This design comes from an exercise in tuning for small area, a short achievable clock period and few clock cycles on the open sky130 flow, not from production work.
Only simulation tests tie the RTL to the original design; equivalence was not proved.

==> design/flow/design.v <==
module qd_core (
    input  wire        clk,
    input  wire        rst,             
    input  wire        req_valid,
    output wire        req_ready,
    input  wire [31:0] req_value,
    input  wire [31:0] req_cursor,
    input  wire [31:0] req_capacity,
    output wire        wr_valid,
    output wire [31:0] wr_addr,
    output wire [15:0] wr_data,
    output wire [1:0]  wr_be,
    output wire        rsp_valid,
    output wire [31:0] rsp_cursor,
    output wire [3:0]  rsp_len,
    output wire        rsp_status
);
    function [3:0] stp;
        input [3:0] x;
        begin
            stp[3] = (x[0] & x[2]) | (x[1] & x[2]);
            stp[2] = (~x[0] & ~x[1] & x[2]) | (x[0] & x[3]);
            stp[1] = (x[1] & ~x[2]) | (~x[0] & ~x[1] & x[2]) | (x[0] & x[1]) | (x[3]);
            stp[0] = (x[0] & ~x[2]) | (~x[0] & x[2]) | (x[3]);
        end
    endfunction
    function [3:0] dec;
        input [3:0] x;
        begin
            dec[3] = (x[0] & x[1] & x[3]);
            dec[2] = (x[2] & ~x[3]) | (~x[0] & x[3]) | (~x[1] & x[3]);
            dec[1] = (~x[0] & x[1]) | (x[1] & ~x[2] & ~x[3]) | (x[0] & ~x[1] & x[3]);
            dec[0] = (x[0] & ~x[2] & ~x[3]) | (~x[0] & x[3]) | (x[2] & x[3]);
        end
    endfunction
    function [11:0] dec8;
        input [7:0] b;
        reg   [11:0] s, t;
        reg   [12:0] ext;
        integer i, d;
        begin
            s = 12'd0;
            for (i = 0; i < 8; i = i + 1) begin
                ext = {s, b[7 - i]};
                for (d = 0; d < 3; d = d + 1)
                    t[4*d +: 4] = stp({s[4*d +: 3], ext[4*d]});
                s = t;
            end
            dec8 = s;
        end
    endfunction
    function [39:0] dd8;
        input [39:0] acc;
        input [7:0]  b;
        reg   [39:0] s, t;
        reg   [40:0] ext;
        integer i, d;
        begin
            s = acc;
            for (i = 0; i < 8; i = i + 1) begin
                ext = {s, b[7 - i]};
                for (d = 0; d < 10; d = d + 1)
                    if (d <= 7 || (d == 8 && i >= 2) || (d == 9 && i >= 5))
                        t[4*d +: 4] = stp({s[4*d +: 3], ext[4*d]});
                    else
                        t[4*d +: 4] = 4'd0;
                s = t;
            end
            dd8 = s;
        end
    endfunction
    reg         conv;        
    reg         beat;        
    reg         rsp;         
    reg         ready;       
    reg         st;          
    reg  [1:0]  cnt;         
    reg  [23:0] vlo;         
    reg  [39:0] bcd;         
    reg  [2:0]  p;           
    reg         single;      
    reg  [3:0]  len;         
    reg  [31:0] cur;         
    wire        cap_small  = (req_capacity[31:4] == 28'd0) && (req_capacity[3:0] < 4'd10);
    wire        nz3     = |req_value[31:24];
    wire        nz2     = |req_value[23:16];
    wire        nz1     = |req_value[15:8];
    wire [1:0]  top     = nz3 ? 2'd3 : nz2 ? 2'd2 : nz1 ? 2'd1 : 2'd0;
    wire [7:0]  topbyte = nz3 ? req_value[31:24] : nz2 ? req_value[23:16] :
                          nz1 ? req_value[15:8]  : req_value[7:0];
    wire [11:0] top_dec = dec8(topbyte);
    wire        small_ge10  = (req_value[7:0] >= 8'd10);
    wire        small_ge100 = (req_value[7:0] >= 8'd100);
    wire [7:0]  nxt_byte = (cnt == 2'd3) ? vlo[23:16] : (cnt == 2'd2) ? vlo[15:8] : vlo[7:0];
    wire [39:0] bcd_step = dd8(bcd, nxt_byte);
    wire        pz4 = |bcd_step[39:32];
    wire        pz3 = |bcd_step[31:24];
    wire        pz2 = |bcd_step[23:16];
    wire        pz1 = |bcd_step[15:8];
    wire [2:0]  p_step = pz4 ? 3'd4 : pz3 ? 3'd3 : pz2 ? 3'd2 : pz1 ? 3'd1 : 3'd0;
    wire        odd_step = pz4 ? ~|bcd_step[39:36] : pz3 ? ~|bcd_step[31:28] :
                           pz2 ? ~|bcd_step[23:20] : pz1 ? ~|bcd_step[15:12] :
                           ~|bcd_step[7:4];
    reg  [7:0] pair;
    always @(*) begin
        case (p)
            3'd4:    pair = bcd[39:32];
            3'd3:    pair = bcd[31:24];
            3'd2:    pair = bcd[23:16];
            3'd1:    pair = bcd[15:8];
            default: pair = bcd[7:0];
        endcase
    end
    wire [1:0]  step_len = beat ? (single ? 2'd1 : 2'd2) : 2'd0;
    wire        inc_c1   = cur[0] & step_len[0];
    wire        inc_h1   = cur[1] ^ step_len[1];
    wire        inc_c2   = (cur[1] & step_len[1]) | (inc_h1 & inc_c1);
    wire [31:0] cur_next;
    assign cur_next[0] = cur[0] ^ step_len[0];
    assign cur_next[1] = inc_h1 ^ inc_c1;
    genvar gi;
    generate
        for (gi = 2; gi < 32; gi = gi + 1) begin : g_inc
            if (gi == 2) begin : g_first
                assign cur_next[gi] = cur[gi] ^ inc_c2;
            end else begin : g_rest
                assign cur_next[gi] = cur[gi] ^ (inc_c2 & (&cur[gi-1:2]));
            end
        end
    endgenerate
    assign req_ready  = ready;
    assign wr_valid   = beat & ~rst;
    assign wr_addr    = cur;
    assign wr_data    = {4'h3, dec(pair[3:0]), 4'h3, dec(single ? pair[3:0] : pair[7:4])};
    assign wr_be      = {~single, 1'b1};
    assign rsp_valid  = rsp & ~rst;
    assign rsp_cursor = cur_next;
    assign rsp_len    = len;
    assign rsp_status = st;
    always @(posedge clk) begin
        if (rst) begin
            conv  <= 1'b0;
            beat  <= 1'b0;
            rsp   <= 1'b0;
            ready <= 1'b1;
        end else if (req_valid && ready) begin
            cur <= req_cursor;
            if (cap_small) begin
                st    <= 1'b1;
                len   <= 4'd0;
                conv  <= 1'b0;
                beat  <= 1'b0;
                rsp   <= 1'b1;
                ready <= 1'b1;
            end else begin
                st  <= 1'b0;
                vlo <= req_value[23:0];
                cnt <= top;
                bcd <= {28'd0, top_dec};
                if (top == 2'd0) begin
                    conv   <= 1'b0;
                    beat   <= 1'b1;
                    p      <= {2'd0, small_ge100};
                    single <= ~small_ge10 | small_ge100;
                    len    <= small_ge100 ? 4'd3 : small_ge10 ? 4'd2 : 4'd1;
                    rsp    <= ~small_ge100;
                    ready  <= ~small_ge100;
                end else begin
                    conv  <= 1'b1;
                    beat  <= 1'b0;
                    rsp   <= 1'b0;
                    ready <= 1'b0;
                end
            end
        end else if (conv) begin
            bcd <= bcd_step;
            cnt <= cnt - 2'd1;
            if (cnt == 2'd1) begin
                conv   <= 1'b0;
                beat   <= 1'b1;
                p      <= p_step;
                single <= odd_step;
                len    <= {p_step, 1'b0} + 4'd2 - {3'd0, odd_step};
                rsp    <= (p_step == 3'd0);
                ready  <= (p_step == 3'd0);
            end
        end else if (beat) begin
            cur    <= cur_next;
            single <= 1'b0;
            p      <= p - 3'd1;
            rsp    <= (p == 3'd1);
            ready  <= (p[2:1] == 2'd0);
            if (p == 3'd0) beat <= 1'b0;
        end else begin
            rsp   <= 1'b0;
            ready <= 1'b1;
        end
    end
endmodule
==> design/flow/flow/run.sh <==
#!/bin/bash
# Layout flow: the standard synthesis and layout (standard.sh), with two
# changes to how the layout is made:
#  - the port buffers that global placement inserts are buf_1 cells rather
#    than the delay-buffer cells buffer_ports picks on its own;
set -euo pipefail
export BUFFER_PORTS_ARGS="-buffer_cell sky130_fd_sc_hd__buf_1"
export SETUP_SLACK_MARGIN="${QD_SETUP_MARGIN:-8.5}"
bash standard.sh synth > log_synth.txt 2>&1
bash standard.sh floorplan > log_floorplan.txt 2>&1
bash standard.sh place > log_place.txt 2>&1
bash standard.sh cts > log_cts.txt 2>&1
bash standard.sh route > log_route.txt 2>&1
bash standard.sh finish > log_finish.txt 2>&1
==> design/flow/standard.sh <==
#!/bin/bash
# synth_recipe.tcl (not shown) runs the flow's synth.tcl, then flattens the netlist and writes it again
# the make line also repeats each setting of config.mk as NAME=value (left out here)
make -C /OpenROAD-flow-scripts/flow DESIGN_CONFIG=/design/flow/config.mk WORK_HOME=/design/flow/orfs CLKGATE_MAP_FILE= SYNTH_SCRIPT=/design/flow/synth_recipe.tcl "${@:-finish}"
==> design/flow/config.mk <==
export PLATFORM = sky130hd
export DESIGN_NAME = qd_core
export DESIGN_NICKNAME = qd_core
export VERILOG_FILES = /design/flow/design.v
export SDC_FILE = /design/flow/constraint.sdc
export NUM_CORES = 4
export LEC_CHECK = 0
export ABC_AREA = 1
export CAP_MARGIN = 20
export CORE_MARGIN = 2
export CORE_UTILIZATION = 40
export SLEW_MARGIN = 20
==> design/flow/constraint.sdc <==
create_clock -name core_clock -period 16.0 [get_ports {clk}]
set_input_delay 3.2000 -clock core_clock [delete_from_list [all_inputs] [get_ports {clk}]]
set_output_delay 3.2000 -clock core_clock [all_outputs]
set_load 0.01 [all_outputs]
==> impl_metrics.env, run 1 <==
export IMPL_outcome="timing/DRC/antenna clean"
export IMPL_rr_startpoint="cnt[0]"
export IMPL_drt_total_wl_um=27200
export IMPL_worstSetupPathType="reg2out"
export IMPL_antenna_cells=0
export IMPL_clkSinkCount=111
export IMPL_cp_arrival_ps=4190
export IMPL_yosysMostFrequentCell="nand2_1"
export IMPL_fmax_mhz=135
export IMPL_antenna_found_initial=0
export IMPL_clockRootBuffer="clkbuf_16"
export IMPL_vias_per_cell=4.90
export IMPL_avgRoutedWirePerCell_um=12.9
export IMPL_crit_path_start_kind="register"
export IMPL_dp_cells=2058
export IMPL_finalSetupTns_ps=0
export IMPL_core_area_sq_um=26100
export IMPL_startpoint="single"
export IMPL_drt_iter0_drc=536
export IMPL_maxSlewViolCount=0
export IMPL_fillers=2645
export IMPL_min_delay_path_class="reg2reg"
export IMPL_nNetsFinal=1950
export IMPL_h_tree_depth=3
export IMPL_antenna_left=0
export IMPL_tritoncts="yes"
export IMPL_yosysWarnings=1
export IMPL_synth_seq_cells=111
export IMPL_ios=189
export IMPL_final_util_pct=47.0
export IMPL_synth_avg_cell_area_sq_um=6.81
export IMPL_die_w_um=167
export IMPL_synth_common_cells="nand2_1 (428), inv_1 (264), nor2_1 (155), a21oi_1 (128), edfxtp_1 (107)"
export IMPL_dp_final_hpwl_um=21900
export IMPL_rows=59
export IMPL_grt_max_degree=65
export IMPL_synth_cells=1560
export IMPL_cts_buffers=9
export IMPL_routabilityCongestion=0.878
export IMPL_ys_seq_area_share_pct=31.0
export IMPL_crit_path_end_kind="primary output"
export IMPL_fin_skew_ps=14.9
export IMPL_crit_path_frequent_cell="nor2_4"
export IMPL_synth_area_sq_um=10600
export IMPL_io_buffers=178
export IMPL_synthArstFlopShare_pct=0
export IMPL_max_cap_viol_count=0
export IMPL_post_route_min_period_ps=7390
export IMPL_vias=10300
export IMPL_finalNonFillerCells=2101
export IMPL_start_util_pct=40.8
export IMPL_critPathMaxStageDelay_ps=410
export IMPL_clk_pin_slew_ps=80
export IMPL_synth_edf_count=107
export IMPL_grt_pass1_vias=9538
export IMPL_synthTopCellsByArea="edfxtp_1 (30%), nand2_1 (15%), ha_1 (10%), inv_1 (9.3%), a21oi_1 (6.0%)"
export IMPL_grt_ovfl_total=0
export IMPL_required_ps=12800
export IMPL_worst_path_max_fanout=3
export IMPL_synth_top_area_share_pct=30.2
export IMPL_relSlewSlack_pct=50.9
export IMPL_synth_flop_cell="edfxtp_1"
export IMPL_synth_area_leader_cell="edfxtp_1"
export IMPL_drive_above_1_share_pct=7.13
export IMPL_hp_start="ready"
export IMPL_rsz0062_at_grt="yes"
export IMPL_first_pass_iters=5
export IMPL_clockBufferDepth=2
export IMPL_drc_errors=0
export IMPL_syn2layout_area_growth_pct=15.3
export IMPL_hold_viol_final=0
export IMPL_clkLatencyLatePin_ps=370
export IMPL_preCtsSetupSlack_ps=8450
export IMPL_cts_hold_buffers_added=0
export IMPL_grtUsageTotal_pct=19.3
export IMPL_layout_setup_ws_ps=8610
export IMPL_die_area_sq_um=27900
export IMPL_die_h_um=167
export IMPL_grt_pass1_wl_um=44500
export IMPL_min_period_over_period_pct=46.2
export IMPL_worst_pin_slew_ps=730
export IMPL_finalSetupViolCount=0
export IMPL_cpMaxStageDelayCell="edfxtp_1"
export IMPL_synth_cell_type_count=56
[cell usage in the layout (no fill, tap or decap), types with 3 or more instances in the layout]
master       n
o22ai_1      9
o211ai_1     5
nor2_4      13
or2_2       13
nand3_1     91
edfxtp_1   107
clkbuf_16    9
a21o_1       6
nand2_1    427
o21a_1       5
buf_1      172
dfxtp_1      4
nor4_1       7
o21ai_1     22
inv_2       14
inv_1      263
nor2_1     153
nand3b_1     6
and2_1       3
buf_4       29
a221oi_1     6
buf_2        5
nor2_2       4
xor2_1      21
conb_1       9
inv_8        3
a31oi_1      6
nor3_1       9
a21oi_1    126
ha_1        87
or2_1       18
nand2_2      8
nand4_1      7
a22oi_1      5
o21ai_0     47
[per-stage QoR]
step / hold slack [ps] / instance area, sq um
floorplan: 513 / 10700
global placement: 522 / 11700
detailed placement: 527 / 11700
CTS: 547 / 12100
global route: 577 / 12200
finish: 532 / 12200
[final timing paths]
check	to	slack [ps]	depth (start not counted)
max	rsp_cursor[29]	8610	34
min	ready	530	2
max reg2reg	len[3]	9260	40
min reg2reg	ready	530	2
[logic make-up after synthesis]
family                     count (synthesis)  synth area share (%)
AOI/OAI and AO/OA                        255                  13.4
xor gates and xnor gates                  26                  2.28
adders and majority gates                 90                  10.7
buffers and inverters                    304                  11.1
DFF                                      111                  31.0
other                                      2                0.0707
and+or+nand+nor                          772                  31.5
[repair_timing]
item	in CTS	in global routing
resized for setup	12	6
pin swaps	15	15
endpoints found under the setup margin	7	12
buffers inserted	19	7
[critical path: cells and delay by family (launching register included)]
kind | cells | cell delay [ps]
xor+xnor | 1 | 150
fa+ha+maj | 2 | 390
buf+inv | 6 | 460
flops | 1 | 410
simple gates | 25 | 2440
[area by class of cell]
class	instances	area, sq um	share of cell area [%]
multi-input cells	1152	6260	51.1
flip-flops and latches	111	3290	26.9
inverters	278	1050	8.54
repair buffers	209	932	7.61
well taps	335	419	3.42
clock buffers	9	225	1.84
clock inverters	7	71.3	0.582
[per-layer routing]
metal | vias up | part of all wire (%) | track usage (%)
met5 | - | 0 | 0
met4 | 0 | 1.9 | 5.36
met3 | 33 | 5.1 | 2.92
met2 | 248 | 46 | 32.9
met1 | 4560 | 47 | 25.5
li1 | 5452 | - | -
[state kept, by name, summed over array words and instances (netlist names), 2 cells and up]
| name | count |
|---|---|
| bcd | 40 |
| cnt | 2 |
| cur | 32 |
| len | 4 |
| p | 3 |
| vlo | 24 |
Testbench counts, summed over its fixed seeds: cycles 15,321.
==> run 2, diff against run 1 <==
--- a/design/flow/config.mk
+++ b/design/flow/config.mk
@@ -8,5 +8,5 @@
 export ABC_AREA = 1
 export CAP_MARGIN = 20
 export CORE_MARGIN = 2
-export CORE_UTILIZATION = 40
+export CORE_UTILIZATION = 65
 export SLEW_MARGIN = 20
==> run 2 against run 1 <==
  * Die area fell by 38%
  * Utilization up 29 points
  * Design area shrank 0.96%
  * Sequential cell count stayed put
==> impl_metrics.env, run 2 <==
export IMPL_outcome="timing/DRC/antenna clean"
export IMPL_synth_flop_cell="edfxtp_1"
export IMPL_clk_pin_slew_ps=80
export IMPL_dp_final_hpwl_um=20800
export IMPL_grt_max_degree=56
export IMPL_synth_area_sq_um=10600
export IMPL_avgRoutedWirePerCell_um=13.5
export IMPL_largest_reg_flops=40
export IMPL_synth_seq_cells=111
export IMPL_rows=46
export IMPL_worst_pin_slew_ps=760
export IMPL_antenna_cells=0
export IMPL_synth_cell_type_count=56
export IMPL_yosysMostFrequentCell="nand2_1"
export IMPL_crit_path_frequent_cell="nor2_4"
export IMPL_synth_common_cells="nand2_1 (428), inv_1 (264), nor2_1 (155), a21oi_1 (128), edfxtp_1 (107)"
export IMPL_synth_avg_cell_area_sq_um=6.81
export IMPL_grt_pass1_vias=9412
export IMPL_relSlewSlack_pct=49.3
export IMPL_finalSetupTns_ps=0
export IMPL_io_buffers=178
export IMPL_critPathMaxStageDelay_ps=380
export IMPL_clockBufferDepth=2
export IMPL_synth_area_leader_cell="edfxtp_1"
export IMPL_vias=10700
export IMPL_hold_viol_final=0
export IMPL_drive_above_1_share_pct=7.50
export IMPL_ys_seq_area_share_pct=31.0
export IMPL_die_area_sq_um=17400
export IMPL_finalSetupViolCount=0
export IMPL_fin_skew_ps=13.3
export IMPL_drt_iter0_drc=712
export IMPL_start_util_pct=66.6
export IMPL_path_buf_inv=5
export IMPL_min_period_over_period_pct=47.0
export IMPL_multi_input_area_sq_um=6250
export IMPL_max_cap_viol_count=0
export IMPL_synth_cells=1560
export IMPL_synth_edf_count=107
export IMPL_cp_arrival_ps=4320
export IMPL_required_ps=12800
export IMPL_reg_top3="bcd (40), cur (32), vlo (24)"
export IMPL_clockRootBuffer="clkbuf_16"
export IMPL_routabilityCongestion=0.910
export IMPL_tritoncts="yes"
export IMPL_rsz0062_at_grt="yes"
export IMPL_regArea_sq_um=3290
export IMPL_drt_total_wl_um=26800
export IMPL_grt_pass1_wl_um=42400
export IMPL_yosysWarnings=1
export IMPL_grtUsageTotal_pct=29.6
export IMPL_crit_path_start_kind="register"
export IMPL_ios=189
export IMPL_worst_path_max_fanout=3
export IMPL_place_area_sq_um=11500
export IMPL_final_common_cell="nand2_1"
export IMPL_die_w_um=132
export IMPL_regMostFlops="bcd"
export IMPL_critical_path_top_delay_family="simple AND/OR/NAND/NOR gates"
export IMPL_dp_cells=1941
export IMPL_nNetsFinal=1957
export IMPL_fillers=1334
export IMPL_clkLatencyLatePin_ps=370
export IMPL_crit_path_end_kind="primary output"
export IMPL_postLayoutCellArea_sq_um=12100
export IMPL_vias_per_cell=5.36
export IMPL_fmax_mhz=133
export IMPL_antenna_found_initial=0
export IMPL_syn2layout_area_growth_pct=14.2
export IMPL_synthArstFlopShare_pct=0
export IMPL_min_delay_path_class="reg2reg"
export IMPL_maxSlewViolCount=0
export IMPL_die_h_um=132
export IMPL_worstSetupPathType="reg2out"
export IMPL_cts_buffers=9
export IMPL_layout_common_cells="nand2_1 (426), inv_1 (263), buf_1 (173), nor2_1 (154), a21oi_1 (125)"
export IMPL_first_pass_iters=6
export IMPL_antenna_left=0
export IMPL_synthTopCellsByArea="edfxtp_1 (30%), nand2_1 (15%), ha_1 (10%), inv_1 (9.3%), a21oi_1 (6.0%)"
export IMPL_cts_hold_buffers_added=0
export IMPL_grt_ovfl_total=0
export IMPL_core_area_sq_um=15900
export IMPL_post_route_min_period_ps=7520
export IMPL_cpMaxStageDelayCell="edfxtp_1"
export IMPL_holdWs_ps=575
export IMPL_finalNonFillerCells=1989
export IMPL_synth_top_area_share_pct=30.2
export IMPL_drc_errors=0
export IMPL_clkSinkCount=111
export IMPL_h_tree_depth=3
[run 2: cell counts after synthesis]
Identical to the previous run, type by type.
[run 2: path summary, 6_finish.rpt]
kind	startpoint	endpoint	slack [ps]	cells past startpoint
worst max-delay path	single	rsp_cursor[31]	8480	34
worst min-delay path	ready	ready	580	2
worst max register to register	cnt[0]	len[3]	9230	39
worst min register to register	ready	ready	580	2
[run 2: cells by family after synthesis]
| group | after synthesis | synth area share (%) |
|---|---|---|
| xor gates and xnor gates | 26 | 2.28 |
| adders and majority gates | 90 | 10.7 |
| buffers and inverters | 304 | 11.1 |
| other | 2 | 0.0707 |
| DFF | 111 | 31.0 |
| and+or+nand+nor | 772 | 31.5 |
| AOI/OAI and AO/OA | 255 | 13.4 |
[run 2: area by class of cell]
cell class / count / area share, %
clock buffer: 9 / 1.86
multi-input combinational: 1152 / 51.6
clock inverter: 7 / 0.639
sequential: 111 / 27.2
tap: 216 / 2.23
timing repair buffer: 216 / 7.94
inverter: 278 / 8.62
[run 2: worst register-to-register path: cells and delay by family, from the launching register on]
kind / cells / cell delay [ps]
simple gates: 17 / 2330
fa+ha+maj: 9 / 1960
compound gates: 6 / 1170
buf+inv: 7 / 640
flops: 1 / 410
[run 2: layer usage]
layer  global-route usage, %  up-vias  wire, um
met5                       0        -         0
met2                    54.0      370     13300
met3                    3.50       53      1420
met1                    36.4     4779     11400
li1                        -     5462         -
met4                    9.78        0       748
[run 2: what timing repair did]
action                     CTS  global route
setup buffers               21            11
setup endpoints to repair    5            12
pin swaps                   15            16
gates resized for setup      8            12
[run 2: metrics by stage]
| stage | util (%) | worst slack (ps) |
|---|---|---|
| detailed placement | 72.3 | 8440 |
| finish | 76.1 | 8480 |
| CTS | 75.3 | 8320 |
| global placement | 72.2 | 8580 |
| floorplan | - | 9050 |
| global route | 76.1 | 8210 |
==> run 3, diff against run 2 <==
--- a/design/flow/flow/run.sh
+++ b/design/flow/flow/run.sh
@@ -5,7 +5,7 @@
 #    than the delay-buffer cells buffer_ports picks on its own;
 set -euo pipefail
 export BUFFER_PORTS_ARGS="-buffer_cell sky130_fd_sc_hd__buf_1"
-export SETUP_SLACK_MARGIN="${QD_SETUP_MARGIN:-8.5}"
+export SETUP_SLACK_MARGIN="${QD_SETUP_MARGIN:-9.0}"
 bash standard.sh synth > log_synth.txt 2>&1
 bash standard.sh floorplan > log_floorplan.txt 2>&1
 bash standard.sh place > log_place.txt 2>&1
==> run 3 against run 2 <==
  * Count of clock-buffer cells in the layout unchanged
  * Die area unchanged
  * Via count increased by 0.28%
  * Final cell count increased by 0.30%
  * First-iteration DRC count increased by 3.9%
  * Hold slack got worse by 22 ps
  * Design area increased by 1.4%
  * Register-to-register slack improved by 400 ps
  * Setup slack improved by 49 ps
==> impl_metrics.env, run 3 <==
export IMPL_max_cap_viol_count=0
export IMPL_post_route_min_period_ps=7470
export IMPL_synthSimpleGateAreaFrac_pct=31.5
export IMPL_cpMaxStageDelayCell="edfxtp_1"
export IMPL_crit_path_end_kind="primary output"
export IMPL_synth_avg_cell_area_sq_um=6.81
export IMPL_regArea_sq_um=3290
export IMPL_yosysMostFrequentCell="nand2_1"
export IMPL_vias=10700
export IMPL_routabilityCongestion=0.910
export IMPL_clockBufferDepth=2
export IMPL_clkSinkCount=111
export IMPL_first_pass_iters=5
export IMPL_fillers=1292
export IMPL_grt_use_met1_pct=36.0
export IMPL_clockRootBuffer="clkbuf_16"
export IMPL_maxSlewViolCount=0
export IMPL_clkLatencyLatePin_ps=370
export IMPL_critPathMaxStageDelay_ps=390
export IMPL_grt_max_degree=56
export IMPL_drc_errors=0
export IMPL_synth_seq_cells=111
export IMPL_syn2layout_area_growth_pct=15.7
export IMPL_worst_path_max_fanout=3
export IMPL_synth_cell_type_count=56
export IMPL_die_w_um=132
export IMPL_finalSetupTns_ps=0
export IMPL_hold_viol_final=0
export IMPL_top_usage_layer="met2"
export IMPL_ios=189
export IMPL_met2_usage_pct=53.0
export IMPL_synth_area_sq_um=10600
export IMPL_synthTopCellsByArea="edfxtp_1 (30%), nand2_1 (15%), ha_1 (10%), inv_1 (9.3%), a21oi_1 (6.0%)"
export IMPL_rows=46
export IMPL_antenna_found_initial=1
export IMPL_synth_common_cells="nand2_1 (428), inv_1 (264), nor2_1 (155), a21oi_1 (128), edfxtp_1 (107)"
export IMPL_holdWs_ps=553
export IMPL_worst_pin_slew_ps=764
export IMPL_synth_compound_area_share_pct=13.4
export IMPL_multi_input_area_sq_um=6370
export IMPL_min_delay_path_class="reg2reg"
export IMPL_drt_total_wl_um=27100
export IMPL_grt_ovfl_total=0
export IMPL_regMostFlops="bcd"
export IMPL_final_common_cell="nand2_1"
export IMPL_fin_skew_ps=16.9
export IMPL_min_period_over_period_pct=46.7
export IMPL_finalSetupViolCount=0
export IMPL_cts_hold_buffers_added=0
export IMPL_synth_top_area_share_pct=30.2
export IMPL_core_area_sq_um=15900
export IMPL_avgRoutedWirePerCell_um=13.6
export IMPL_synth_xor_area_share_pct=2.28
export IMPL_grt_pass1_wl_um=42300
export IMPL_largest_reg_flops=40
export IMPL_grt_pass1_vias=9431
export IMPL_synth_top_family_by_area="simple AND/OR/NAND/NOR gates"
export IMPL_start_util_pct=66.6
export IMPL_drive_above_1_share_pct=9.39
export IMPL_crit_path_start_kind="register"
export IMPL_synthArstFlopShare_pct=0
export IMPL_rsz0062_at_grt="yes"
export IMPL_reg_top3="bcd (40), cur (32), vlo (24)"
export IMPL_h_tree_depth=3
export IMPL_ys_seq_area_share_pct=31.0
export IMPL_finalNonFillerCells=1995
export IMPL_die_area_sq_um=17400
export IMPL_synthAdderAreaFrac_pct=10.7
export IMPL_synth_edf_count=107
export IMPL_layout_common_cells="nand2_1 (424), inv_1 (262), buf_1 (165), nor2_1 (153), a21oi_1 (116)"
export IMPL_drt_iter0_drc=740
export IMPL_relSlewSlack_pct=49.0
export IMPL_outcome="timing/DRC/antenna clean"
export IMPL_muxShareOfSynthArea_pct=0
export IMPL_synth_area_leader_cell="edfxtp_1"
export IMPL_use_met3_pct=4.04
export IMPL_io_buffers=178
export IMPL_yosysWarnings=1
export IMPL_dp_cells=1941
export IMPL_die_h_um=132
export IMPL_dp_final_hpwl_um=20800
export IMPL_worstSetupPathType="reg2out"
export IMPL_required_ps=12800
export IMPL_cp_arrival_ps=4270
export IMPL_synth_flop_cell="edfxtp_1"
export IMPL_cts_buffers=9
export IMPL_vias_per_cell=5.36
export IMPL_synth_cells=1560
export IMPL_fmax_mhz=134
export IMPL_crit_path_frequent_cell="nor2_4"
export IMPL_antenna_left=0
export IMPL_nNetsFinal=1962
export IMPL_tritoncts="yes"
export IMPL_grtUsageTotal_pct=29.5
export IMPL_clk_pin_slew_ps=80
==> run 3: worst max-delay path: cells and delay by family, from the launching register on <==
family        cells  cell delay [ps]
buf+inv           5              370
fa+ha+maj         2              400
simple gates     26             2580
xor+xnor          1              150
flops             1              390
==> run 3: routing by layer <==
layer	share of wire, %	wire, um	vias up
li1	-	-	5475
met1	42	11400	4804
met2	49	13400	363
met3	5.7	1540	52
met4	3.1	849	0
met5	0	0	-
==> run 3: repair_timing <==
action                                  4_1_cts  5_1_grt
endpoints found under the hold margin         0        0
endpoints found under the setup margin       13       30
pin swaps                                    15       20
setup buffers                                22       15
resized for setup                            14       40
==> run 3: final timing paths <==
kind | from | endpoint | slack (ps) | cells after the start
setup reg to reg | cnt[0] | len[3] | 9630 | 42
hold / removal | rsp | rsp | 550 | 2
hold reg to reg | rsp | rsp | 550 | 2
setup / recovery | single | rsp_cursor[31] | 8530 | 34
==> run 3: cell families (layout without fill, tap and decap cells) <==
| family | after synthesis | after routing |
|---|---|---|
| flip-flops | 111 | 111 |
| XOR/XNOR | 26 | 26 |
| AND/OR/NAND/NOR | 772 | 772 |
| AO/OA/AOI/OAI | 255 | 255 |
| other | 2 | 10 |
| buffers and inverters | 304 | 515 |
| adder cells (fa/ha/maj) | 90 | 90 |
==> run 3: area by class of cell <==
cell class,count,share of cell area (%)
antenna,1,0.0204
clock buffer,9,1.83
clock inverter,7,0.631
inverter,278,8.51
multi-input combinational,1152,51.8
sequential,111,26.8
tap,216,2.20
timing repair buffer,221,8.22
==> run 3: stage by stage <==
stage	setup WS [ps]	util [%]	instance area (sq um)
finish	8530	77.1	12300
global route	8220	77.1	12300
CTS	8320	75.4	12000
detailed placement	8440	72.3	11500
global placement	8580	72.2	11500
floorplan	9050	-	10700
==> run 4, diff against run 3 <==
--- a/design/flow/flow/run.sh
+++ b/design/flow/flow/run.sh
@@ -5,7 +5,7 @@
 #    than the delay-buffer cells buffer_ports picks on its own;
 set -euo pipefail
 export BUFFER_PORTS_ARGS="-buffer_cell sky130_fd_sc_hd__buf_1"
-export SETUP_SLACK_MARGIN="${QD_SETUP_MARGIN:-9.0}"
+export SETUP_SLACK_MARGIN="${QD_SETUP_MARGIN:-9.5}"
 bash standard.sh synth > log_synth.txt 2>&1
 bash standard.sh floorplan > log_floorplan.txt 2>&1
 bash standard.sh place > log_place.txt 2>&1
--- a/design/flow/config.mk
+++ b/design/flow/config.mk
@@ -8,5 +8,5 @@
 export ABC_AREA = 1
 export CAP_MARGIN = 20
 export CORE_MARGIN = 2
-export CORE_UTILIZATION = 65
+export CORE_UTILIZATION = 40
 export SLEW_MARGIN = 20
==> run 4 against run 3 <==
  * Highest routed layer unchanged
  * Sequential cell count unchanged
  * Setup slack gained 120 ps
  * Register-to-register slack improved by 250 ps
  * Global-route usage decreased by 9.9 points
==> impl_metrics.env, run 4 <==
export IMPL_clockRootBuffer="clkbuf_16"
export IMPL_synthTopCellsByArea="edfxtp_1 (30%), nand2_1 (15%), ha_1 (10%), inv_1 (9.3%), a21oi_1 (6.0%)"
export IMPL_cp_arrival_ps=4150
export IMPL_layout_common_cells="nand2_1 (407), inv_1 (251), buf_1 (155), nor2_1 (140), edfxtp_1 (107)"
export IMPL_syn2layout_area_growth_pct=25.0
export IMPL_largest_reg_flops=40
export IMPL_io_buffers=178
export IMPL_preCtsSetupSlack_ps=8490
export IMPL_clk_pin_slew_ps=80
export IMPL_rsz0062_at_grt="yes"
export IMPL_clkSinkCount=111
export IMPL_crit_path_start_kind="register"
export IMPL_worstHoldEndpoint="ready"
export IMPL_antenna_left=0
export IMPL_dp_final_hpwl_um=21800
export IMPL_fillers=2587
export IMPL_die_h_um=167
export IMPL_tritoncts="yes"
export IMPL_synth_top_area_share_pct=30.2
export IMPL_drive_above_1_share_pct=16.4
export IMPL_hold_depth=2
export IMPL_crit_path_frequent_cell="nor2_4"
export IMPL_synth_area_leader_cell="edfxtp_1"
export IMPL_clkLatencyLatePin_ps=370
export IMPL_routabilityCongestion=0.886
export IMPL_post_route_min_period_ps=7350
export IMPL_clockBufferDepth=2
export IMPL_finalSetupViolCount=0
export IMPL_yosysWarnings=1
export IMPL_die_w_um=167
export IMPL_grt_pass1_vias=9923
export IMPL_worstSetupPathType="reg2out"
export IMPL_vias_per_cell=5.00
export IMPL_vias=10700
export IMPL_h_tree_depth=3
export IMPL_synth_seq_cells=111
export IMPL_worst_path_max_fanout=3
export IMPL_die_area_sq_um=27900
export IMPL_core_area_sq_um=26100
export IMPL_hold_viol_final=0
export IMPL_start_util_pct=40.8
export IMPL_synth_flop_cell="edfxtp_1"
export IMPL_layout_setup_ws_ps=8650
export IMPL_drc_errors=0
export IMPL_drt_total_wl_um=28800
export IMPL_grt_pass1_wl_um=45500
export IMPL_min_delay_path_class="reg2reg"
export IMPL_min_period_over_period_pct=45.9
export IMPL_antenna_found_initial=0
export IMPL_outcome="timing/DRC/antenna clean"
export IMPL_avgRoutedWirePerCell_um=13.4
export IMPL_ios=189
export IMPL_synth_cell_type_count=56
export IMPL_r2r_end="len[3]"
export IMPL_rr_startpoint="cnt[0]"
export IMPL_synth_cells=1560
export IMPL_first_pass_iters=5
export IMPL_final_common_cell="nand2_1"
export IMPL_finalSetupTns_ps=0
export IMPL_grt_max_degree=66
export IMPL_yosysMostFrequentCell="nand2_1"
export IMPL_nNetsFinal=1991
export IMPL_reg2reg_depth=43
export IMPL_antenna_cells=0
export IMPL_crit_path_end_kind="primary output"
export IMPL_reg_top3="bcd (40), cur (32), vlo (24)"
export IMPL_relSlewSlack_pct=48.8
export IMPL_grtUsageTotal_pct=19.7
export IMPL_synthArstFlopShare_pct=0
export IMPL_worst_pin_slew_ps=769
export IMPL_fmax_mhz=136
export IMPL_regMostFlops="bcd"
export IMPL_cts_buffers=9
export IMPL_cts_hold_buffers_added=0
export IMPL_maxSlewViolCount=0
export IMPL_synth_area_sq_um=10600
export IMPL_critPathMaxStageDelay_ps=400
export IMPL_drt_iter0_drc=566
export IMPL_hp_start="ready"
export IMPL_rows=59
export IMPL_r2r_slack_ps=9880
export IMPL_grt_ovfl_total=0
export IMPL_synth_common_cells="nand2_1 (428), inv_1 (264), nor2_1 (155), a21oi_1 (128), edfxtp_1 (107)"
export IMPL_synth_avg_cell_area_sq_um=6.81
export IMPL_synth_edf_count=107
export IMPL_ys_seq_area_share_pct=31.0
export IMPL_cpMaxStageDelayCell="edfxtp_1"
export IMPL_required_ps=12800
export IMPL_max_cap_viol_count=0
export IMPL_fin_skew_ps=14.8
run 4: cell families (layout without fill, tap and decap cells):
kind of cell / after synthesis / after routing / share of synthesized area (%)
compound gates: 255 / 255 / 13.4
xor+xnor: 26 / 26 / 2.28
fa+ha+maj: 90 / 90 / 10.7
buf+inv: 304 / 544 / 11.1
flops: 111 / 111 / 31.0
other cells: 2 / 9 / 0.0707
simple gates: 772 / 772 / 31.5
run 4: critical path: cells and delay by family, from the launching register on:
family                     cells  cell delay [ps]
xor gates and xnor gates       1              140
adders and majority gates      2              340
buffers and inverters          7              630
DFF                            1              400
and+or+nand+nor               24             2290
run 4: cell type report:
type / count / area, sq um / share of cell area (%)
multi-input cells: 1152 / 6910 / 52.0
flip-flops and latches: 111 / 3290 / 24.8
repair buffers: 250 / 1300 / 9.80
inverters: 278 / 1050 / 7.93
well taps: 335 / 419 / 3.16
clock buffers: 9 / 225 / 1.70
clock inverters: 7 / 76.3 / 0.575
run 4: worst max-delay path by stage:
stage | start | slack, ps | cells past startpoint | end
after floorplan | single | 9050 | 33 | rsp_cursor[30]
after global placement | single | 8560 | 34 | rsp_cursor[31]
after detailed placement | single | 8490 | 34 | rsp_cursor[31]
after CTS | single | 8300 | 34 | rsp_cursor[31]
after global routing | single | 8330 | 34 | rsp_cursor[31]
final | single | 8650 | 34 | rsp_cursor[28]
run 4: metrics by stage:
stage	instances	area (sq um)	util (%)	hold WS, ps
global placement	2059	11700	44.9	518
global route	2142	13300	51.0	574
detailed placement	2059	11700	44.9	509
finish	2142	13300	51.0	546
CTS	2102	12400	47.5	530
floorplan	1567	10700	-	512
run 4: timing repair:
item | in CTS | in global routing
buffers inserted | 27 | 39
endpoints found under the setup margin | 31 | 40
pin swaps | 21 | 68
resized for setup | 56 | 153
run 4: routing by layer:
layer,global-route usage (%),up-vias,part of all wire (%),wire length [um]
met2,33.3,281,47,13400
met1,26.0,4849,45,13000
met4,5.10,0,2.0,585
li1,-,5531,-,-
met5,0,-,0,0
met3,3.47,44,6.0,1720
==> run 5, diff against run 4 <==
--- a/design/flow/design.v
+++ b/design/flow/design.v
@@ -64,6 +64,7 @@
                         t[4*d +: 4] = stp({s[4*d +: 3], ext[4*d]});
                     else
                         t[4*d +: 4] = 4'd0;
+                t[39] = 1'b0;        
                 s = t;
             end
             dd8 = s;
@@ -75,13 +76,19 @@
     reg         ready;       
     reg         st;          
     reg  [1:0]  cnt;         
-    reg  [23:0] vlo;         
-    reg  [39:0] bcd;         
+    reg  [39:0] acc;         
     reg  [2:0]  p;           
     reg         single;      
     reg  [3:0]  len;         
     reg  [31:0] cur;         
-    wire        cap_small  = (req_capacity[31:4] == 28'd0) && (req_capacity[3:0] < 4'd10);
+    function [39:0] flip;
+        input [39:0] x;
+        integer k;
+        begin
+            for (k = 0; k < 10; k = k + 1) flip[4*k +: 4] = x[36-4*k +: 4];
+        end
+    endfunction
+    wire        cap_small = (req_capacity[31:4] == 28'd0) && (req_capacity[3:0] < 4'd10);
     wire        nz3     = |req_value[31:24];
     wire        nz2     = |req_value[23:16];
     wire        nz1     = |req_value[15:8];
@@ -89,26 +96,40 @@
     wire [7:0]  topbyte = nz3 ? req_value[31:24] : nz2 ? req_value[23:16] :
                           nz1 ? req_value[15:8]  : req_value[7:0];
     wire [11:0] top_dec = dec8(topbyte);
+    wire [23:0] low_bytes = {req_value[23:16] & {8{nz3}},
+                             req_value[15:8]  & {8{nz3 | nz2}},
+                             req_value[7:0]   & {8{nz3 | nz2 | nz1}}};
     wire        small_ge10  = (req_value[7:0] >= 8'd10);
     wire        small_ge100 = (req_value[7:0] >= 8'd100);
-    wire [7:0]  nxt_byte = (cnt == 2'd3) ? vlo[23:16] : (cnt == 2'd2) ? vlo[15:8] : vlo[7:0];
-    wire [39:0] bcd_step = dd8(bcd, nxt_byte);
-    wire        pz4 = |bcd_step[39:32];
-    wire        pz3 = |bcd_step[31:24];
-    wire        pz2 = |bcd_step[23:16];
-    wire        pz1 = |bcd_step[15:8];
+    wire [7:0]  nxt_byte = (cnt == 2'd3) ? acc[23:16] : (cnt == 2'd2) ? acc[15:8] : acc[7:0];
+    wire [39:0] acc_dig  = {acc[39:24],
+                            acc[23:16] & {8{cnt != 2'd3}},
+                            acc[15:8]  & {8{cnt == 2'd1}},
+                            acc[7:0]};
+    wire [39:0] dig_step = dd8(flip(acc_dig), nxt_byte);
+    wire [39:0] acc_dd   = flip(dig_step);
+    wire [39:0] acc_step = {acc_dd[39:16],
+                            (cnt == 2'd3) ? acc[15:8] : acc_dd[15:8],
+                            (cnt != 2'd1) ? acc[7:0]  : acc_dd[7:0]};
+    wire        pz4 = |dig_step[39:32];
+    wire        pz3 = |dig_step[31:24];
+    wire        pz2 = |dig_step[23:16];
+    wire        pz1 = |dig_step[15:8];
     wire [2:0]  p_step = pz4 ? 3'd4 : pz3 ? 3'd3 : pz2 ? 3'd2 : pz1 ? 3'd1 : 3'd0;
-    wire        odd_step = pz4 ? ~|bcd_step[39:36] : pz3 ? ~|bcd_step[31:28] :
-                           pz2 ? ~|bcd_step[23:20] : pz1 ? ~|bcd_step[15:12] :
-                           ~|bcd_step[7:4];
-    reg  [7:0] pair;
+    wire        odd_step = pz4 ? ~|dig_step[39:36] : pz3 ? ~|dig_step[31:28] :
+                           pz2 ? ~|dig_step[23:20] : pz1 ? ~|dig_step[15:12] :
+                           ~|dig_step[7:4];
+    wire [3:0]  len_step = (pz4 ? 4'd10 : pz3 ? 4'd8 : pz2 ? 4'd6 : pz1 ? 4'd4 : 4'd2)
+                           - {3'd0, odd_step};
+    wire [39:0] dig = flip(acc);
+    reg  [7:0]  pair;
     always @(*) begin
         case (p)
-            3'd4:    pair = bcd[39:32];
-            3'd3:    pair = bcd[31:24];
-            3'd2:    pair = bcd[23:16];
-            3'd1:    pair = bcd[15:8];
-            default: pair = bcd[7:0];
+            3'd4:    pair = dig[39:32];
+            3'd3:    pair = dig[31:24];
+            3'd2:    pair = dig[23:16];
+            3'd1:    pair = dig[15:8];
+            default: pair = dig[7:0];
         endcase
     end
     wire [1:0]  step_len = beat ? (single ? 2'd1 : 2'd2) : 2'd0;
@@ -154,9 +175,8 @@
                 ready <= 1'b1;
             end else begin
                 st  <= 1'b0;
-                vlo <= req_value[23:0];
                 cnt <= top;
-                bcd <= {28'd0, top_dec};
+                acc <= {top_dec[3:0], top_dec[7:4], top_dec[11:8], 4'd0, low_bytes};
                 if (top == 2'd0) begin
                     conv   <= 1'b0;
                     beat   <= 1'b1;
@@ -173,14 +193,14 @@
                 end
             end
         end else if (conv) begin
-            bcd <= bcd_step;
+            acc <= acc_step;
             cnt <= cnt - 2'd1;
             if (cnt == 2'd1) begin
                 conv   <= 1'b0;
                 beat   <= 1'b1;
                 p      <= p_step;
                 single <= odd_step;
-                len    <= {p_step, 1'b0} + 4'd2 - {3'd0, odd_step};
+                len    <= len_step;
                 rsp    <= (p_step == 3'd0);
                 ready  <= (p_step == 3'd0);
             end
--- a/design/flow/flow/run.sh
+++ b/design/flow/flow/run.sh
@@ -5,7 +5,7 @@
 #    than the delay-buffer cells buffer_ports picks on its own;
 set -euo pipefail
 export BUFFER_PORTS_ARGS="-buffer_cell sky130_fd_sc_hd__buf_1"
-export SETUP_SLACK_MARGIN="${QD_SETUP_MARGIN:-9.5}"
+export SETUP_SLACK_MARGIN="${QD_SETUP_MARGIN:-8.5}"
 bash standard.sh synth > log_synth.txt 2>&1
 bash standard.sh floorplan > log_floorplan.txt 2>&1
 bash standard.sh place > log_place.txt 2>&1
==> run 5 against run 4 <==
  * Setup slack better by 140 ps
  * Wire length is 3.8% higher
  * Register-to-register slack worse by 530 ps
  * Still clean
  * Utilization is 4.4 points lower
==> impl_metrics.env, run 5 <==
export IMPL_outcome="timing/DRC/antenna clean"
export IMPL_min_period_over_period_pct=45.1
export IMPL_syn2layout_area_growth_pct=13.9
export IMPL_drt_iter0_drc=766
export IMPL_synth_top_area_share_pct=24.0
export IMPL_cpMaxStageDelayCell="edfxtp_1"
export IMPL_ios=189
export IMPL_yosysWarnings=1
export IMPL_min_delay_path_class="reg2reg"
export IMPL_vias_per_cell=4.99
export IMPL_fmax_mhz=139
export IMPL_clockRootBuffer="clkbuf_16"
export IMPL_grt_pass1_vias=9513
export IMPL_cts_hold_buffers_added=0
export IMPL_finalSetupTns_ps=0
export IMPL_maxSlewViolCount=0
export IMPL_synth_cells=1612
export IMPL_io_buffers=178
export IMPL_max_cap_viol_count=0
export IMPL_place_area_sq_um=11400
export IMPL_critPathMaxStageDelay_ps=400
export IMPL_drc_errors=0
export IMPL_relSlewSlack_pct=32.7
export IMPL_first_pass_iters=5
export IMPL_reg_top3="acc (40), cur (32), len (4)"
export IMPL_tritoncts="yes"
export IMPL_synth_cell_type_count=62
export IMPL_avgRoutedWirePerCell_um=14.0
export IMPL_worst_path_max_fanout=3
export IMPL_fin_skew_ps=10.5
export IMPL_grtUsageTotal_pct=21.8
export IMPL_synth_avg_cell_area_sq_um=6.43
export IMPL_start_util_pct=40.9
export IMPL_crit_path_start_kind="register"
export IMPL_dp_final_hpwl_um=24600
export IMPL_synth_area_sq_um=10400
export IMPL_nNetsFinal=1983
export IMPL_regArea_sq_um=2570
export IMPL_die_w_um=165
export IMPL_rsz0062_at_grt="no"
export IMPL_synthArstFlopShare_pct=0
export IMPL_antenna_found_initial=0
export IMPL_core_area_sq_um=25300
export IMPL_top_layer="met4"
export IMPL_fillers=2650
export IMPL_largest_reg_flops=40
export IMPL_antenna_left=0
export IMPL_regMostFlops="acc"
export IMPL_hold_viol_final=0
export IMPL_postLayoutCellArea_sq_um=11800
export IMPL_synth_flop_cell="edfxtp_1"
export IMPL_route_met3_wl_um=1690
export IMPL_cts_buffers=9
export IMPL_vias=10600
export IMPL_post_route_min_period_ps=7210
export IMPL_finalSetupViolCount=0
export IMPL_rows=58
export IMPL_final_common_cell="nand2_1"
export IMPL_worstSetupPathType="reg2out"
export IMPL_antenna_cells=0
export IMPL_synth_edf_count=83
export IMPL_yosysMostFrequentCell="nand2_1"
export IMPL_synth_area_leader_cell="edfxtp_1"
export IMPL_worst_pin_slew_ps=1000
export IMPL_synth_seq_cells=87
export IMPL_crit_path_end_kind="primary output"
export IMPL_grt_max_degree=65
export IMPL_synth_common_cells="nand2_1 (498), inv_1 (259), nor2_1 (155), a21oi_1 (102), ha_1 (87)"
export IMPL_multi_input_area_sq_um=6710
export IMPL_final_util_pct=46.6
export IMPL_h_tree_depth=3
export IMPL_die_area_sq_um=27200
export IMPL_required_ps=12800
export IMPL_drt_total_wl_um=29900
export IMPL_drive_above_1_share_pct=8.44
export IMPL_layout_common_cells="nand2_1 (496), inv_1 (256), buf_1 (176), nor2_1 (153), a21oi_1 (102)"
export IMPL_clkSinkCount=87
export IMPL_grt_ovfl_total=0
export IMPL_wl_met2_um=13600
export IMPL_clkLatencyLatePin_ps=350
export IMPL_clk_pin_slew_ps=70
export IMPL_synthTopCellsByArea="edfxtp_1 (24%), nand2_1 (18%), ha_1 (11%), inv_1 (9.4%), nor2_1 (5.6%)"
export IMPL_cp_arrival_ps=4010
export IMPL_die_h_um=165
export IMPL_ys_seq_area_share_pct=24.8
export IMPL_routabilityCongestion=0.914
export IMPL_m1WireLength_um=14000
export IMPL_grt_pass1_wl_um=46700
export IMPL_clockBufferDepth=2
## run 5: cells by family (layout without fill, tap and decap cells)
family,Yosys count,count (layout),share of synthesized area (%)
and+or+nand+nor,855,855,36.6
DFF,87,87,24.8
other,2,9,0.0724
adders and majority gates,88,88,10.7
xor gates and xnor gates,22,22,1.93
buffers and inverters,300,482,11.4
AOI/OAI and AO/OA,258,258,14.4
## run 5: final timing paths
check	startpoint	to	slack, ps	cells past startpoint
max	single	rsp_cursor[31]	8790	32
max reg2reg	cnt[0]	len[2]	9350	35
min	rsp	rsp	560	2
min reg2reg	rsp	rsp	560	2
## run 5: through the flow
stage	worst slack, ps	std cells	hold WS [ps]
global route	8480	2131	575
floorplan	9050	1619	504
CTS	8560	2118	563
finish	8790	2131	557
global placement	8270	2102	548
detailed placement	8240	2102	549
## run 5: repair_timing
item,4_1_cts,5_1_grt
endpoints found under the setup margin,0,8
resized for setup,0,23
buffers inserted,0,13
## run 5: metal layers
layer  global-route usage [%]  vias to the layer above
met5                        0                        -
met1                     29.4                     4714
met3                     3.01                       36
met4                     5.61                        0
li1                         -                     5577
met2                     36.7                      311
## run 5: layout make-up
class                           instances  share of cell area [%]
Multi-Input combinational cell       1232                    56.9
Sequential cell                        87                    21.8
Inverter                              270                    8.65
Timing Repair Buffer                  196                    6.83
Tap cell                              330                    3.50
Clock buffer                           10                    1.94
Clock inverter                          6                   0.392
## run 5: critical path: cells and delay by family (launching register included)
family	cells	cell delay [ps]
xor+xnor	1	160
simple gates	22	2220
flops	1	400
fa+ha+maj	2	360
buf+inv	7	520
Testbench counts of run 5, summed over its fixed seeds: cycles 15,321.
==> run 6, diff against run 5 <==
--- a/design/flow/design.v
+++ b/design/flow/design.v
@@ -81,6 +81,7 @@
     reg         single;      
     reg  [3:0]  len;         
     reg  [31:0] cur;         
+    reg         half_ones;   
     function [39:0] flip;
         input [39:0] x;
         integer k;
@@ -144,8 +145,10 @@
         for (gi = 2; gi < 32; gi = gi + 1) begin : g_inc
             if (gi == 2) begin : g_first
                 assign cur_next[gi] = cur[gi] ^ inc_c2;
-            end else begin : g_rest
+            end else if (gi <= 18) begin : g_low
                 assign cur_next[gi] = cur[gi] ^ (inc_c2 & (&cur[gi-1:2]));
+            end else begin : g_high
+                assign cur_next[gi] = cur[gi] ^ (inc_c2 & half_ones & (&cur[gi-1:18]));
             end
         end
     endgenerate
@@ -166,6 +169,7 @@
             ready <= 1'b1;
         end else if (req_valid && ready) begin
             cur <= req_cursor;
+            half_ones <= &req_cursor[17:2];
             if (cap_small) begin
                 st    <= 1'b1;
                 len   <= 4'd0;
@@ -206,6 +210,7 @@
             end
         end else if (beat) begin
             cur    <= cur_next;
+            half_ones <= &cur_next[17:2];
             single <= 1'b0;
             p      <= p - 3'd1;
             rsp    <= (p == 3'd1);
==> run 6 against run 5 <==
  * Critical path depth decreased by 9
  * Sequential cell count increased by 1
  * Hold slack gained 27 ps
  * Still clean
  * Critical path type unchanged
==> impl_metrics.env, run 6 <==
export IMPL_synth_edf_count=84
export IMPL_die_area_sq_um=27700
export IMPL_layout_common_cells="nand2_1 (435), inv_1 (272), buf_1 (178), nor2_1 (163), a21oi_1 (95)"
export IMPL_regMostFlops="acc"
export IMPL_worst_pin_slew_ps=797
export IMPL_min_period_over_period_pct=44.7
export IMPL_outcome="timing/DRC/antenna clean"
export IMPL_cp_arrival_ps=3960
export IMPL_tritoncts="yes"
export IMPL_grt_pass1_vias=9971
export IMPL_die_w_um=167
export IMPL_finalSetupViolCount=0
export IMPL_max_cap_viol_count=0
export IMPL_grt_max_degree=74
export IMPL_r2r_slack_ps=9290
export IMPL_worstHoldEndpoint="beat"
export IMPL_relSlewSlack_pct=46.8
export IMPL_antenna_left=0
export IMPL_synth_area_leader_cell="edfxtp_1"
export IMPL_clockRootBuffer="clkbuf_16"
export IMPL_worstSetupPathType="reg2out"
export IMPL_syn2layout_area_growth_pct=12.7
export IMPL_post_route_min_period_ps=7160
export IMPL_antenna_cells=0
export IMPL_io_buffers=178
export IMPL_holdWs_ps=584
export IMPL_hold_viol_final=0
export IMPL_vias_per_cell=5.04
export IMPL_min_delay_path_class="reg2reg"
export IMPL_drt_total_wl_um=30200
export IMPL_cts_hold_buffers_added=0
export IMPL_synthSimpleGateAreaFrac_pct=35.9
export IMPL_dp_final_hpwl_um=25300
export IMPL_fmax_mhz=140
export IMPL_vias=10700
export IMPL_drive_above_1_share_pct=8.75
export IMPL_rows=59
export IMPL_grtUsageTotal_pct=21.6
export IMPL_rr_startpoint="cnt[0]"
export IMPL_synth_common_cells="nand2_1 (436), inv_1 (273), nor2_1 (166), a21oi_1 (96), ha_1 (87)"
export IMPL_start_util_pct=40.7
export IMPL_hold_depth=1
export IMPL_rsz0062_at_grt="yes"
export IMPL_synthArstFlopShare_pct=0
export IMPL_clkLatencyLatePin_ps=350
export IMPL_synth_xor_area_share_pct=1.82
export IMPL_yosysWarnings=1
export IMPL_grt_ovfl_total=0
export IMPL_reg_top3="acc (40), cur (32), len (4)"
export IMPL_routabilityCongestion=0.935
export IMPL_synth_top_area_share_pct=23.9
export IMPL_antenna_found_initial=0
export IMPL_ys_seq_area_share_pct=24.6
export IMPL_crit_path_end_kind="primary output"
export IMPL_cts_buffers=9
export IMPL_hp_start="beat"
export IMPL_clkSinkCount=88
export IMPL_synthAdderAreaFrac_pct=10.5
export IMPL_r2r_end="len[1]"
export IMPL_h_tree_depth=3
export IMPL_synth_top_family_by_area="simple AND/OR/NAND/NOR gates"
export IMPL_first_pass_iters=5
export IMPL_final_common_cell="nand2_1"
export IMPL_largest_reg_flops=40
export IMPL_synth_flop_cell="edfxtp_1"
export IMPL_worst_path_max_fanout=3
export IMPL_drt_iter0_drc=585
export IMPL_muxShareOfSynthArea_pct=0
export IMPL_crit_path_start_kind="register"
export IMPL_fin_skew_ps=8.26
export IMPL_synth_cell_type_count=60
export IMPL_reg2reg_depth=33
export IMPL_clk_pin_slew_ps=60
export IMPL_synth_compound_area_share_pct=15.2
export IMPL_avgRoutedWirePerCell_um=14.2
export IMPL_ios=189
export IMPL_clockBufferDepth=2
export IMPL_finalSetupTns_ps=0
export IMPL_die_h_um=167
export IMPL_synth_avg_cell_area_sq_um=6.53
export IMPL_grt_pass1_wl_um=48900
export IMPL_synth_cells=1618
export IMPL_yosysMostFrequentCell="nand2_1"
export IMPL_core_area_sq_um=26000
export IMPL_synth_area_sq_um=10600
export IMPL_synth_seq_cells=88
export IMPL_nNetsFinal=1977
export IMPL_synthTopCellsByArea="edfxtp_1 (24%), nand2_1 (15%), ha_1 (10%), inv_1 (9.7%), nor2_1 (5.9%)"
export IMPL_maxSlewViolCount=0
export IMPL_drc_errors=0
export IMPL_required_ps=12800
[run 6: cell types whose count changed after synthesis, moves of 7 or more]
cell     delta
or2_2       -9
a21oi_2     +7
nand2_1    -62
inv_1      +14
nor2_1     +11
nand3_1    +12
o21ai_0    +13
nor2_2     +10
[run 6: logic make-up (layout without fill, tap and decap cells)]
logic type	Yosys count	count (layout)
other	2	9
AND/OR/NAND/NOR	829	829
buffers and inverters	318	488
XOR/XNOR	22	22
flip-flops	88	88
AO/OA/AOI/OAI	271	271
adder cells (fa/ha/maj)	88	88
[run 6: routing by layer]
layer | up-vias | GRT usage [%] | wire, um
li1 | 5588 | - | -
met1 | 4809 | 28.5 | 13700
met2 | 300 | 37.3 | 14300
met3 | 34 | 3.18 | 1640
met4 | 0 | 4.80 | 559
met5 | - | 0 | 0
[run 6: worst max-delay path by stage]
stage               depth (start not counted)          start              to
floorplan                                  23  req_value[14]         acc[32]
global placement                           24  req_value[15]         acc[32]
detailed placement                         24  req_value[13]         acc[32]
CTS                                        23         single  rsp_cursor[18]
global route                               22           beat  rsp_cursor[18]
finish                                     23         single  rsp_cursor[18]
[run 6: timing repair]
action                                  in CTS  in global routing
gates resized for setup                      0                  9
endpoints found under the setup margin       0                  9
buffers inserted                             0                  1
hold endpoints to repair                     0                  0
[run 6: metrics by stage]
step                      setup slack (ps)  utilization (%)  instances  cell area, sq um
after CTS                             8510             45.6       2128             11800
after detailed placement              8540             44.4       2112             11500
final                                 8840             45.8       2130             11900
after floorplan                       9310                -       1625             10600
after global placement                8580             44.4       2112             11500
after global routing                  8420             45.8       2130             11900
[run 6: cell type report]
class	count	area (sq um)
sequential	88	2600
tap	335	419
fill	2712	14100
clock inverter	6	67.6
inverter	289	1090
clock buffer	10	229
multi-input combinational	1219	6770
timing repair buffer	183	726
[run 6: worst max-delay path: stages (launching register included)]
cell,delay [ps]
edfxtp_1,390
nand2_1,70
inv_1,60
ha_1,180
fa_2,270
inv_1,90
nor2_1,190
inv_1,60
nor2_1,190
and2_1,210
nand2_1,90
nor2_1,170
inv_1,60
nor2_1,120
inv_1,50
nor2_1,180
and2_1,230
nand2_1,110
nor2_2,150
nand2_1,90
nor2_2,180
nand2_1,90
xnor2_1,200
buf_1,170
Testbench counts of run 6, summed over its fixed seeds: cycles 15,321.
==> run 7, diff against run 6 <==
--- a/design/flow/flow/run.sh
+++ b/design/flow/flow/run.sh
@@ -5,7 +5,7 @@
 #    than the delay-buffer cells buffer_ports picks on its own;
 set -euo pipefail
 export BUFFER_PORTS_ARGS="-buffer_cell sky130_fd_sc_hd__buf_1"
-export SETUP_SLACK_MARGIN="${QD_SETUP_MARGIN:-8.5}"
+export SETUP_SLACK_MARGIN="${QD_SETUP_MARGIN:-8.0}"
 bash standard.sh synth > log_synth.txt 2>&1
 bash standard.sh floorplan > log_floorplan.txt 2>&1
 bash standard.sh place > log_place.txt 2>&1
==> run 7 against run 6 <==
  * Synthesized cell count stayed put
  * Sequential cell count unchanged
  * Setup slack got worse by 280 ps
  * Non-clock buffer count decreased by 1
  * Critical path type unchanged
  * First-iteration DRC count shrank 8.7%
  * Utilization decreased by 0.12 points
  * Still clean
  * Count of clock-buffer cells in the layout stayed put
  * Largest cell class unchanged
  * Design area fell by 0.26%
==> impl_metrics.env, run 7 <==
export IMPL_layout_common_cells="nand2_1 (435), inv_1 (272), buf_1 (178), nor2_1 (165), a21oi_1 (95)"
export IMPL_drive_above_1_share_pct=8.31
export IMPL_drt_iter0_drc=534
export IMPL_synthArstFlopShare_pct=0
export IMPL_crit_path_start_kind="register"
export IMPL_vias_per_cell=5.03
export IMPL_crit_path_end_kind="primary output"
export IMPL_crit_chain="nand2_1 > inv_1 > ha_1 > fa_1 > inv_1 > nor2_1 > inv_1 > nor2_1 > and2_1 > nand2_1 > nor2_1 > inv_1 > nor2_1 > inv_1 > nor2_1 > and2_1 > nand2_1 > nor2_1 > nand2_1 > nor2_1 > nand2_1 > xnor2_1 > buf_1"
export IMPL_top_usage_layer="met2"
export IMPL_synth_area_sq_um=10600
export IMPL_die_w_um=167
export IMPL_ctsResizeCount=0
export IMPL_syn2layout_area_growth_pct=12.4
export IMPL_min_delay_path_class="reg2reg"
export IMPL_grt_max_degree=74
export IMPL_hold_viol_final=0
export IMPL_min_period_over_period_pct=46.5
export IMPL_avgRoutedWirePerCell_um=14.2
export IMPL_synth_seq_cells=88
export IMPL_synth_flop_cell="edfxtp_1"
export IMPL_outcome="timing/DRC/antenna clean"
export IMPL_first_pass_iters=5
export IMPL_met2_usage_pct=37.3
export IMPL_worstSetupPathType="reg2out"
export IMPL_finalSetupTns_ps=0
export IMPL_antenna_left=0
export IMPL_start_util_pct=40.7
export IMPL_clkLatencyLatePin_ps=350
export IMPL_ios=189
export IMPL_multi_input_area_sq_um=6750
export IMPL_relSlewSlack_pct=46.0
export IMPL_synth_cell_type_count=60
export IMPL_fin_skew_ps=8.76
export IMPL_cp_arrival_ps=4240
export IMPL_rows=59
export IMPL_clkSinkCount=88
export IMPL_tritoncts="yes"
export IMPL_synth_top_area_share_pct=23.9
export IMPL_ys_seq_area_share_pct=24.6
export IMPL_synth_cells=1618
export IMPL_synth_common_cells="nand2_1 (436), inv_1 (273), nor2_1 (166), a21oi_1 (96), ha_1 (87)"
export IMPL_reg_top3="acc (40), cur (32), len (4)"
export IMPL_yosysWarnings=1
export IMPL_yosysMostFrequentCell="nand2_1"
export IMPL_final_common_cell="nand2_1"
export IMPL_crit_path_frequent_cell="nor2_1"
export IMPL_die_h_um=167
export IMPL_drt_total_wl_um=30200
export IMPL_die_area_sq_um=27700
export IMPL_clk_pin_slew_ps=60
export IMPL_antenna_cells=0
export IMPL_grt_pass1_vias=9971
export IMPL_worst_pin_slew_ps=808
export IMPL_post_route_min_period_ps=7440
export IMPL_regMostFlops="acc"
export IMPL_critPathMaxStageDelay_ps=490
export IMPL_required_ps=12800
export IMPL_synth_avg_cell_area_sq_um=6.53
export IMPL_regArea_sq_um=2600
export IMPL_drc_errors=0
export IMPL_io_buffers=178
export IMPL_synth_area_leader_cell="edfxtp_1"
export IMPL_finalSetupViolCount=0
export IMPL_grt_use_met1_pct=28.5
export IMPL_largest_reg_flops=40
export IMPL_clockRootBuffer="clkbuf_16"
export IMPL_rsz0062_at_grt="no"
export IMPL_critical_path_top_delay_family="simple AND/OR/NAND/NOR gates"
export IMPL_cts_hold_buffers_added=0
export IMPL_nNetsFinal=1976
export IMPL_h_tree_depth=3
export IMPL_path_buf_inv=6
export IMPL_clockBufferDepth=2
export IMPL_post_cts_buffers=0
export IMPL_maxSlewViolCount=0
export IMPL_worst_path_max_fanout=3
export IMPL_core_area_sq_um=26000
export IMPL_max_cap_viol_count=0
export IMPL_grt_ovfl_total=0
export IMPL_grt_pass1_wl_um=48900
export IMPL_cts_buffers=9
export IMPL_fmax_mhz=134
export IMPL_grtUsageTotal_pct=21.6
export IMPL_synth_edf_count=84
export IMPL_dp_final_hpwl_um=25300
export IMPL_fillers=2715
export IMPL_routabilityCongestion=0.935
export IMPL_cpMaxStageDelayCell="edfxtp_1"
export IMPL_synthTopCellsByArea="edfxtp_1 (24%), nand2_1 (15%), ha_1 (10%), inv_1 (9.7%), nor2_1 (5.9%)"
export IMPL_use_met3_pct=3.18
export IMPL_vias=10700
export IMPL_antenna_found_initial=0
==> run 7: area by class of cell <==
cell class                      instances  share of cell area (%)
Multi-Input combinational cell       1219                    56.8
Sequential cell                        88                    21.9
Inverter                              289                    9.16
Timing Repair Buffer                  182                    6.05
Tap cell                              335                    3.53
Clock buffer                           10                    1.93
Clock inverter                          6                   0.569
==> run 7: layer usage <==
layer  wire length, um  share of wire [%]
met1             13900                 46
met2             14200                 47
met3              1520                5.0
met4               561                1.9
met5                 0                  0
==> run 7: final timing paths <==
check	from	to	slack (ps)	cells after the start
min reg2reg	beat	beat	580	1
max reg2reg	cnt[0]	len[1]	9130	35
max	single	rsp_cursor[18]	8560	23
min	beat	beat	580	1
==> run 7: kinds of logic after synthesis <==
logic type / share of synthesized area (%)
xor+xnor: 1.82
compound gates: 15.2
buf+inv: 11.9
simple gates: 35.9
fa+ha+maj: 10.5
other cells: 0.0711
flops: 24.6
==> run 7: per-stage QoR <==
step | setup slack, ps | hold slack [ps] | utilization [%] | area [sq um] | instances
floorplan | 9310 | 521 | - | 10600 | 1625
global placement | 8580 | 564 | 44.4 | 11500 | 2112
detailed placement | 8540 | 565 | 44.4 | 11500 | 2112
CTS | 8510 | 581 | 45.6 | 11800 | 2128
global route | 8140 | 639 | 45.7 | 11900 | 2129
finish | 8560 | 584 | 45.7 | 11900 | 2129

re-timing with driven ports:
No port has a modelled driver above. Below, the same layouts with a new extraction and two added sets of constraints.
Step 1 sets driving cells, clkbuf_16 on the clock port and buf_2 on the other inputs (assumed; they add their load-dependent delay and slew).
Step 2 moves the port delays by t, midway between the first and last clock arrival at a register: inputs arrive t later, outputs are due t later. That takes back most of the time a late clock gives input paths.
a / b / c = ideal ports / drivers / drivers and shift; a / b = the first two.
run	shift t [ns]	setup slack, ns	hold slack, ns
run 1	0.407	8.607 / 8.559 / 8.760	0.532 / 0.532 / 0.532
run 2	0.409	8.477 / 8.433 / 8.674	0.575 / 0.575 / 0.575
run 3	0.407	8.527 / 8.481 / 8.888	0.553 / 0.553 / 0.553
run 4	0.408	8.651 / 8.604 / 9.013	0.546 / 0.546 / 0.546
run 5	0.387	8.788 / 8.743 / 8.428	0.557 / 0.557 / 0.557
run 6	0.389	8.843 / 8.801 / 8.594	0.584 / 0.584 / 0.584
run 7	0.389	8.561 / 8.518 / 8.437	0.584 / 0.584 / 0.584
After both steps setup and hold are still met in every run listed. The setup slack of run 5, which loses most, moves by -0.045 ns with the drivers and by -0.360 ns with both steps.
